Context: an optimization exercise on an open-source flow, tuned for small area, a short achievable clock period and few clock cycles per item. The choices shown serve that exercise and are no tape-out recipe.
The clock port is modelled as an ideal driver; clocking choices that lean on that would not hold on a real chip.
Power and IR drop assume default switching activity.

==> flow/design.v (excerpt) <==
module ccsds_demux (
    input  wire        clk,
    input  wire        rst,            
    input  wire [10:0] cfg_frame_len,  
    input  wire [5:0]  cfg_shl,        
    input  wire        cfg_has_ocf,    
    input  wire        cfg_has_fecf,   
    input  wire        in_valid,
    output wire        in_ready,
    input  wire [7:0]  in_data,
    output reg         out_valid,
    input  wire        out_ready,
    output reg  [7:0]  out_data,
    output wire [2:0]  out_vc,
    output reg         out_sop,        
    output reg         out_eop,        
    output reg         out_close,      
    output reg         out_idle        
);
    localparam [1:0] PH_P = 2'd0, PH_S = 2'd1, PH_D = 2'd2, PH_T = 2'd3;
    reg        skid_v;
    reg  [7:0] skid_d;
    assign in_ready = !skid_v;
    wire       avail = skid_v | in_valid;
    wire [7:0] b     = skid_v ? skid_d : in_data;
    reg ocf_r, fecf_r;
    reg  [1:0]  ph;
    reg  [5:0]  hc;       
    reg  [10:0] fc;       
    reg  [10:0] ccnt;     
    reg         fidle, fnost, past;
    reg  [2:0]  cur_vc;   
    reg  [2:0]  new_vc;   
    assign out_vc = cur_vc;
    reg         wcmp, widl;
    reg  [15:0] wr;
    reg  [20:0] rg [0:6];
    wire        is_P = (ph == PH_P);
    wire        is_S = (ph == PH_S);
    wire        is_D = (ph == PH_D);
    wire        is_T = (ph == PH_T);
    wire [10:0] ftl2 = 11'd2 + (ocf_r ? 11'd4 : 11'd0) + (fecf_r ? 11'd2 : 11'd0);
    wire        last_data = (fc == ftl2);
    wire        last_byte = (fc == 11'd2);
    wire        ftl_z = !ocf_r && !fecf_r;
    wire        wok    = (cur_vc == new_vc) || fidle;
    wire        stall  = (out_valid && !out_ready) || (is_D && !wok);
    wire        fire   = avail && !stall;
    wire        data_byte = is_D && !fidle;
    wire        cz    = (ccnt == 11'd0);
    wire        c1    = (ccnt == 11'd1);
    wire [2:0]  h     = wr[2:0];
    wire        h1    = !wcmp && (h == 3'd1);
    wire        s_open = wcmp || (h != 3'd0);
    wire        cont  = fnost || !cz;
    wire        take_cont = cont && s_open;
    wire        take_emit = !cont;
  ...
For scale: ~770 cells after synthesis, roughly 230 flip-flops, about 48 I/O pins, roughly 0.0082 mm^2 of cells after synthesis.
==> flow/config.mk <==
export PLATFORM = sky130hd
export DESIGN_NAME = ccsds_demux
export DESIGN_NICKNAME = ccsds_demux
export VERILOG_FILES = /design/flow/design.v
export SDC_FILE = /design/flow/constraint.sdc
export NUM_CORES = 4
export LEC_CHECK = 0
export ABC_CLOCK_PERIOD_IN_PS = 3000
export CAP_MARGIN = 40
export CORE_MARGIN = 2
export CORE_UTILIZATION = 40
export SLEW_MARGIN = 30
==> flow/constraint.sdc <==
create_clock -name core_clock -period 10.0 [get_ports {clk}]
set_input_delay 2.0000 -clock core_clock [delete_from_list [all_inputs] [get_ports {clk}]]
set_output_delay 2.0000 -clock core_clock [all_outputs]
set_load 0.01 [all_outputs]
run.sh (not shown) runs the stock make flow with config.mk's settings and CLKGATE_MAP_FILE= SYNTH_SCRIPT=/design/flow/synth_recipe.tcl, a recipe that flattens the netlist after the stock synthesis.
Edit:
- ABC_CLOCK_PERIOD_IN_PS: 3000 -> unset
- CAP_MARGIN: 40 -> 20
- CORE_UTILIZATION: 40 -> 60
- CTS_BUF_LIST: unset -> sky130_fd_sc_hd__clkbuf_4 sky130_fd_sc_hd__clkbuf_8
- CTS_CLUSTER_SIZE: unset -> 30
- SETUP_SLACK_MARGIN: unset -> 5
- SLEW_MARGIN: 30 -> 20
What happened:
- sequential power barely changes
- clock skew hardly moves
- total power goes down by 6.1%
- via count went up by 5.4%
- hold slack is better by 0.0047 ns
- core utilization is higher by 23 points
Edit:
==> flow/flow/run.sh (new file) <==
#!/bin/bash
# Standard ORFS layout, with timing repair aimed at a tighter setup margin.
set -euo pipefail
bash standard.sh SETUP_SLACK_MARGIN=7 finish > flow_make.log 2>&1
==> flow/standard.sh (new file) <==
#!/bin/bash
# synth_recipe.tcl (not shown) runs the flow's synth.tcl, then flattens the netlist and writes it again
# the make line also repeats each setting of config.mk as NAME=value (left out here)
make -C /OpenROAD-flow-scripts/flow DESIGN_CONFIG=/design/flow/config.mk WORK_HOME=/design/flow/orfs CLKGATE_MAP_FILE= SYNTH_SCRIPT=/design/flow/synth_recipe.tcl "${@:-finish}"
- CAP_MARGIN: 20 -> 40
- CORE_UTILIZATION: 60 -> 70
- CTS_BUF_LIST: sky130_fd_sc_hd__clkbuf_4 sky130_fd_sc_hd__clkbuf_8 -> unset
- CTS_CLUSTER_SIZE: 30 -> unset
- PLACE_DENSITY: unset -> 0.8
- SETUP_SLACK_MARGIN: 5 -> unset
- SLEW_MARGIN: 20 -> 30
removed: flow/run.sh
Result: Total power climbs by 6.1%; clock skew rises by 0.0031 ns; routed wire length rises by 36%.
Edit:
- ABC_CLOCK_PERIOD_IN_PS: unset -> 3000
- CORE_UTILIZATION: 70 -> 40
- PLACE_DENSITY: 0.8 -> unset
Non-clock buffer count rose by 2.
Sequential power stays flat.
Cell area goes up by 1.5%.
Edit:
==> flow/run.sh (new file) <==
#!/bin/bash
# synth_recipe.tcl (not shown) runs the flow's synth.tcl, then flattens the netlist and writes it again
# the make line also repeats each setting of config.mk as NAME=value (left out here)
make -C /OpenROAD-flow-scripts/flow DESIGN_CONFIG=/design/flow/config.mk WORK_HOME=/design/flow/orfs CLKGATE_MAP_FILE= SYNTH_SCRIPT=/design/flow/synth_recipe.tcl finish
- ABC_CLOCK_PERIOD_IN_PS: 3000 -> unset
- SETUP_SLACK_MARGIN: unset -> 5
removed: flow/flow/run.sh
removed: flow/standard.sh
The new run produced a clean layout.
Via count goes down by 2.4%.
Maximum frequency goes down by 29%.
Wire length goes down by 2.5%.
Die area stays the same.
Non-clock buffer count goes down by 25.
Core utilization goes down by 1.3 points.
Worst setup slack degrades by 1.3 ns.
Combinational power goes down by about 10%.
Power goes up by 4.5%.
Cell area goes down by 2.6%.
Critical path depth goes up by 8.
Edit:
==> flow/flow/run.sh (new file) <==
#!/bin/bash
# Standard ORFS layout, with timing repair aimed at a tighter setup margin.
set -euo pipefail
bash standard.sh SETUP_SLACK_MARGIN=7 finish > flow_make.log 2>&1
==> flow/standard.sh (new file) <==
#!/bin/bash
# synth_recipe.tcl (not shown) runs the flow's synth.tcl, then flattens the netlist and writes it again
# the make line also repeats each setting of config.mk as NAME=value (left out here)
make -C /OpenROAD-flow-scripts/flow DESIGN_CONFIG=/design/flow/config.mk WORK_HOME=/design/flow/orfs CLKGATE_MAP_FILE= SYNTH_SCRIPT=/design/flow/synth_recipe.tcl "${@:-finish}"
- CTS_CLUSTER_SIZE: unset -> 50
- SETUP_SLACK_MARGIN: 5 -> unset
removed: flow/run.sh
Total power fell by 1.6%. Critical path depth stays the same. Fmax came out higher by 41%.
Function was not checked in any run of this note: the RTL went through the layout flow alone.

* * *

The RTL this note starts from:
==> flow/design.v <==
module ccsds_demux (
    input  wire        clk,
    input  wire        rst,            
    input  wire [10:0] cfg_frame_len,  
    input  wire [5:0]  cfg_shl,        
    input  wire        cfg_has_ocf,    
    input  wire        cfg_has_fecf,   
    input  wire        in_valid,
    output wire        in_ready,
    input  wire [7:0]  in_data,
    output reg         out_valid,
    input  wire        out_ready,
    output reg  [7:0]  out_data,
    output wire [2:0]  out_vc,
    output reg         out_sop,        
    output reg         out_eop,        
    output reg         out_close,      
    output reg         out_idle        
);
    localparam [1:0] PH_P = 2'd0, PH_S = 2'd1, PH_D = 2'd2, PH_T = 2'd3;
    reg        ir;
    assign in_ready = ir;
    wire       fire = in_valid && ir;
    wire [7:0] b    = in_data;
    reg ocf_r, fecf_r;
    reg  [1:0]  ph;
    reg  [5:0]  hc;       
    reg  [10:0] fc;       
    reg  [10:0] ccnt;     
    reg         fidle, fnost, past;
    reg  [2:0]  cur_vc;   
    reg  [2:0]  new_vc;   
    assign out_vc = cur_vc;
    reg         wcmp, widl;
    reg  [15:0] wr;
    reg  [20:0] rg [0:6];
    reg         qv;
    reg  [7:0]  qd;
    reg         qsop, qeop, qclose, qidle;
    wire        is_P = (ph == PH_P);
    wire        is_D = (ph == PH_D);
    wire [10:0] ftl2 = 11'd2 + (ocf_r ? 11'd4 : 11'd0) + (fecf_r ? 11'd2 : 11'd0);
    wire        last_data = (fc == ftl2);
    wire        last_byte = (fc == 11'd2);
    wire        ftl_z = !ocf_r && !fecf_r;
    wire        data_byte = is_D && !fidle;
    wire        cz    = (ccnt == 11'd0);
    wire        c1    = (ccnt == 11'd1);
    wire        h1    = !wcmp && wr[1];
    wire        s_open = wcmp || wr[0];
    wire        cont  = fnost || !cz;
    wire        take_cont = cont && s_open;
    wire        take_emit = !cont;
    wire        is_pkt    = take_cont || take_emit;
    wire        new_pkt   = take_emit && (!s_open || !past);
    wire        do_close  = new_pkt && s_open;
    wire        last_cont = last_data || (!fnost && c1);
    wire        ncmp      = wcmp || wr[5];
    wire        forced_end = take_cont && last_cont && (!fnost || !ncmp);
    wire        len_end   = !new_pkt && wcmp && (wr == 16'd0);
    wire        end_pkt   = len_end || forced_end;
    wire        bff       = (b == 8'hFF);
    wire        idle_o    = widl && (h1 ? (!do_close && bff) : 1'b1);
    wire        prod = fire && data_byte && is_pkt;    
    wire        swap = (rg[6][20:18] == new_vc) && !out_valid;
    reg  [1:0]  ph_n;
    reg  [2:0]  new_vc_n;
    reg         fidle_n;
    always @(*) begin
        ph_n     = ph;
        new_vc_n = new_vc;
        fidle_n  = fidle;
        if (fire) begin
            case (ph)
            PH_P: begin
                if (hc == 6'd4) new_vc_n = b[3:1];
                if (hc == 6'd0) begin
                    fidle_n = ({ccnt[10:8], b} == 11'h7FE);
                    ph_n    = (cfg_shl != 6'd0) ? PH_S : PH_D;
                end
            end
            PH_S: if (hc == 6'd1) ph_n = PH_D;
            PH_D: if (last_data) ph_n = ftl_z ? PH_P : PH_T;
            PH_T: if (last_byte) ph_n = PH_P;
            endcase
        end
    end
    wire [2:0]  cur_vc_n = swap ? new_vc : cur_vc;
    wire        ofree = !out_valid || out_ready;
    wire        qv_n  = ofree ? (qv && prod) : (qv || prod);
    wire        wait_n = (ph_n == PH_D) && !fidle_n && (cur_vc_n != new_vc_n);
    integer i;
    always @(posedge clk) begin
        ocf_r  <= cfg_has_ocf;
        fecf_r <= cfg_has_fecf;
        for (i = 1; i < 7; i = i + 1)
            rg[i] <= rg[i-1];
        rg[0] <= swap ? {cur_vc, wcmp, widl, wr} : rg[6];
        ph     <= ph_n;
        new_vc <= new_vc_n;
        fidle  <= fidle_n;
        cur_vc <= cur_vc_n;
        if (rst) begin
            ir        <= 1'b1;
            qv        <= 1'b0;
            out_valid <= 1'b0;
            ph        <= PH_P;
            hc        <= 6'd5;
            cur_vc    <= 3'd0;
            new_vc    <= 3'd0;
            fidle     <= 1'b0;
            wcmp      <= 1'b0;
            wr[0]     <= 1'b0;
            for (i = 0; i < 7; i = i + 1) begin
                rg[i][20:18] <= i + 1;
                rg[i][17]    <= 1'b0;
                rg[i][0]     <= 1'b0;
            end
        end else begin
            ir <= !qv_n && !wait_n;
            qv <= qv_n;
            if (ofree)
                out_valid <= qv || prod;
            if (swap) begin
                {wcmp, widl, wr} <= rg[6][17:0];
            end else if (prod) begin
                if (end_pkt) begin
                    wcmp    <= 1'b0;
                    wr[0]   <= 1'b0;
                end else if (new_pkt) begin
                    wcmp    <= 1'b0;
                    widl    <= (b[2:0] == 3'd7);
                    wr[5:0] <= 6'b000011;
                end else if (!wcmp) begin
                    if (wr[1]) widl <= widl && bff;
                    if (wr[4]) wr[15:8] <= b;
                    if (wr[5]) begin
                        wcmp    <= 1'b1;
                        wr[7:0] <= b;
                    end else
                        wr[5:1] <= {wr[4:1], 1'b0};
                end else
                    wr <= wr - 16'd1;
            end
            if (fire) begin
                fc <= fc - 11'd1;
                case (ph)
                PH_P: begin
                    hc <= hc - 6'd1;
                    if (hc == 6'd5) fc <= cfg_frame_len;
                    if (hc == 6'd1) ccnt[10:8] <= b[2:0];
                    if (hc == 6'd0) begin
                        ccnt[7:0] <= b;
                        fnost <= ({ccnt[10:8], b} == 11'h7FF);
                        past  <= 1'b0;
                        hc    <= cfg_shl;
                    end
                end
                PH_S: hc <= hc - 6'd1;
                PH_D: begin
                    if (!cz) ccnt <= ccnt - 11'd1;
                    if (data_byte && take_emit) past <= 1'b1;
                    if (last_data) hc <= 6'd5;
                end
                default: ;
                endcase
            end
        end
        if (ofree) begin
            if (qv) begin
                out_data  <= qd;
                out_sop   <= qsop;
                out_eop   <= qeop;
                out_close <= qclose;
                out_idle  <= qidle;
            end else begin
                out_data  <= b;
                out_sop   <= new_pkt;
                out_eop   <= end_pkt;
                out_close <= do_close;
                out_idle  <= idle_o;
            end
        end
        if (ofree ? qv : !qv) begin
            qd     <= b;
            qsop   <= new_pkt;
            qeop   <= end_pkt;
            qclose <= do_close;
            qidle  <= idle_o;
        end
    end
endmodule
clock: 10.0 ns
lec_check: 0
cap_margin: 40
core_margin: 2
core_utilization: 70
cts_cluster_diameter: 80
cts_cluster_size: 25
place_density: 0.8
slew_margin: 30
tns_end_percent: 10
standard.sh (not shown) runs the stock make flow with config.mk's settings and CLKGATE_MAP_FILE= SYNTH_SCRIPT=/design/flow/synth_recipe.tcl, a recipe that flattens the netlist after the stock synthesis.
==> flow/flow/run.sh <==
#!/bin/bash
# Standard ORFS layout; timing repair aimed at a tighter setup margin and
# port buffers of the smallest buffer cell (resized later by repair).
set -euo pipefail
bash standard.sh SETUP_SLACK_MARGIN=7 "BUFFER_PORTS_ARGS=-buffer_cell sky130_fd_sc_hd__buf_1" finish > flow_make.log 2>&1
The first run went through all stages and came out clean.
Then changed:
--- a/flow/config.mk
+++ b/flow/config.mk
@@ -11,2 +11,3 @@
-export CTS_CLUSTER_DIAMETER = 80
-export CTS_CLUSTER_SIZE = 25
+export CTS_BUF_LIST = sky130_fd_sc_hd__clkbuf_8
+export CTS_CLUSTER_DIAMETER = 60
+export CTS_CLUSTER_SIZE = 15
@@ -15 +15,0 @@
-export TNS_END_PERCENT = 10
Result:
- final area went down slightly
- setup slack got worse by 0.036 ns
- flip-flop and latch count is unchanged
Then changed:
--- a/flow/config.mk
+++ b/flow/config.mk
@@ -11,3 +11,2 @@
-export CTS_BUF_LIST = sky130_fd_sc_hd__clkbuf_8
-export CTS_CLUSTER_DIAMETER = 60
-export CTS_CLUSTER_SIZE = 15
+export CTS_CLUSTER_DIAMETER = 80
+export CTS_CLUSTER_SIZE = 25
What happened: The changed run went through all stages and came out clean; sequential power stays flat; critical path depth is unchanged; cell area climbs slightly; via count is about the same; routed wire length climbs by a few percent; combinational power stays flat; global-route usage climbs by 0.87 points; cell count drops slightly.
Then changed:
==> flow/flow/run.sh (replaced) <==
#!/bin/bash
# Standard ORFS layout with three changes:
#  - timing repair aims at a 7 ns setup margin (the tools otherwise stop
#    at 0 ns slack on the 10 ns clock),
#  - port buffers start as the smallest buffer (repair resizes them),
#  - the clock tree's first H-tree level is taken out after CTS: the root
#    buffer drives the leaf buffers directly (every register still gets
#    its clock through two buffers, balanced).
set -euo pipefail
here=$(pwd)
knobs=(SETUP_SLACK_MARGIN=7 "BUFFER_PORTS_ARGS=-buffer_cell sky130_fd_sc_hd__buf_1")
bash standard.sh "${knobs[@]}" cts > flow_make_cts.log 2>&1
res=$(ls -d "$here"/orfs/results/*/ccsds_demux/base)
RES="$res" openroad -no_init -exit "$here/flow/flat_clk.tcl" > flow_flat_clk.log 2>&1
bash standard.sh "${knobs[@]}" finish > flow_make_finish.log 2>&1
==> flow/flow/flat_clk.tcl (new file) <==
# Remove the first level of the clock H-tree: move the fanout of every clock
# buffer driven by the root buffer onto the root buffer's net.
set p $::env(FLOW_HOME)/platforms/sky130hd
read_lef $p/lef/sky130_fd_sc_hd.tlef
read_lef $p/lef/sky130_fd_sc_hd_merged.lef
read_liberty $p/lib/sky130_fd_sc_hd__tt_025C_1v80.lib
read_db $::env(RES)/4_cts.odb
set block [ord::get_db_block]
set clknet [$block findNet clk]
set roots {}
foreach it [$clknet getITerms] { lappend roots [$it getInst] }
if {[llength $roots] != 1} { puts "clock port drives [llength $roots] cells; left as is"; exit 0 }
set root [lindex $roots 0]
set rootout ""
foreach it [$root getITerms] { if {[$it isOutputSignal]} { set rootout [$it getNet] } }
set l1 {}
foreach it [$rootout getITerms] {
  if {[$it isInputSignal] && [string match "*clkbuf*" [[[$it getInst] getMaster] getName]]} {
    lappend l1 [$it getInst]
  }
}
foreach b $l1 {
  set onet ""
  foreach it [$b getITerms] { if {[$it isOutputSignal]} { set onet [$it getNet] } }
  set n 0
  foreach it [$onet getITerms] {
    if {[$it getInst] eq $b} continue
    $it disconnect
    $it connect $rootout
    incr n
  }
  puts "removed [$b getName]: $n loads moved to [$rootout getName]"
  odb::dbInst_destroy $b
  odb::dbNet_destroy $onet
}
write_db $::env(RES)/4_cts.odb
Worst setup slack got worse by 0.025 ns.
Combinational power is about the same.
Total power falls by 2.6%.
Register-to-register slack gets better by 0.03 ns.
Fmax decreases by 0.82%.
Sequential power hardly moves.
Non-clock buffer count fell by 2.
First-iteration DRC count rose by 16%.
Clock-buffer cell count falls by 2.
Global-route usage climbs by 0.86 points.
Utilization drops by 0.57 points.
No run of this note included a check of the RTL's function; only the layout flow was run.

[port drivers added, routing unchanged]
The flow's constraints put no driver on any port. The routed layouts listed below were extracted and timed again, unchanged, in two steps.
Step 1, drivers: a clkbuf_16 drives clk and a buf_2 each remaining input, both assumed.
Step 2 also shifts input and output timing later by t, the mid clock arrival at the registers, as if the neighbouring blocks saw the same clock.
Slacks: ideal ports / drivers / drivers and shift; pairs: ideal ports / drivers.
run | t, ns | slack for setup (ns) | hold WS [ns] | slew at the worst register clock pin (ns)
the first run of note 1 | 0.554 | 5.660 / 5.677 / 5.123 | 0.316 / 0.316 / 0.316 | 0.07 / 0.07
the second run of note 1 | 0.531 | 5.253 / 5.264 / 4.733 | 0.321 / 0.321 / 0.321 | 0.07 / 0.07
the third run of note 1 | 0.542 | 6.862 / 6.851 / 6.309 | 0.318 / 0.318 / 0.318 | 0.08 / 0.08
the fourth run of note 1 | 0.550 | 6.939 / 6.896 / 6.395 | 0.321 / 0.321 / 0.321 | 0.06 / 0.06
the fifth run of note 1 | 0.554 | 5.660 / 5.677 / 5.123 | 0.316 / 0.316 / 0.316 | 0.07 / 0.07
the sixth run of note 1 | 0.548 | 6.931 / 6.896 / 6.386 | 0.320 / 0.320 / 0.320 | 0.06 / 0.06
the first run of note 2 | 0.492 | 6.951 / 6.955 / 6.465 | 0.319 / 0.319 / 0.319 | 0.10 / 0.10
the second run of note 2 | 0.542 | 6.916 / 6.877 / 6.482 | 0.325 / 0.325 / 0.325 | 0.10 / 0.10
the third run of note 2 | 0.499 | 6.979 / 6.939 / 6.541 | 0.323 / 0.323 / 0.323 | 0.10 / 0.10
the fourth run of note 2 | 0.441 | 6.954 / 6.975 / 6.534 | 0.324 / 0.324 / 0.324 | 0.10 / 0.10
After both steps every run listed still meets setup and hold. For the third run of note 1, which loses most, drivers alone change the setup slack by -0.011 ns; drivers and shift together by -0.553 ns.
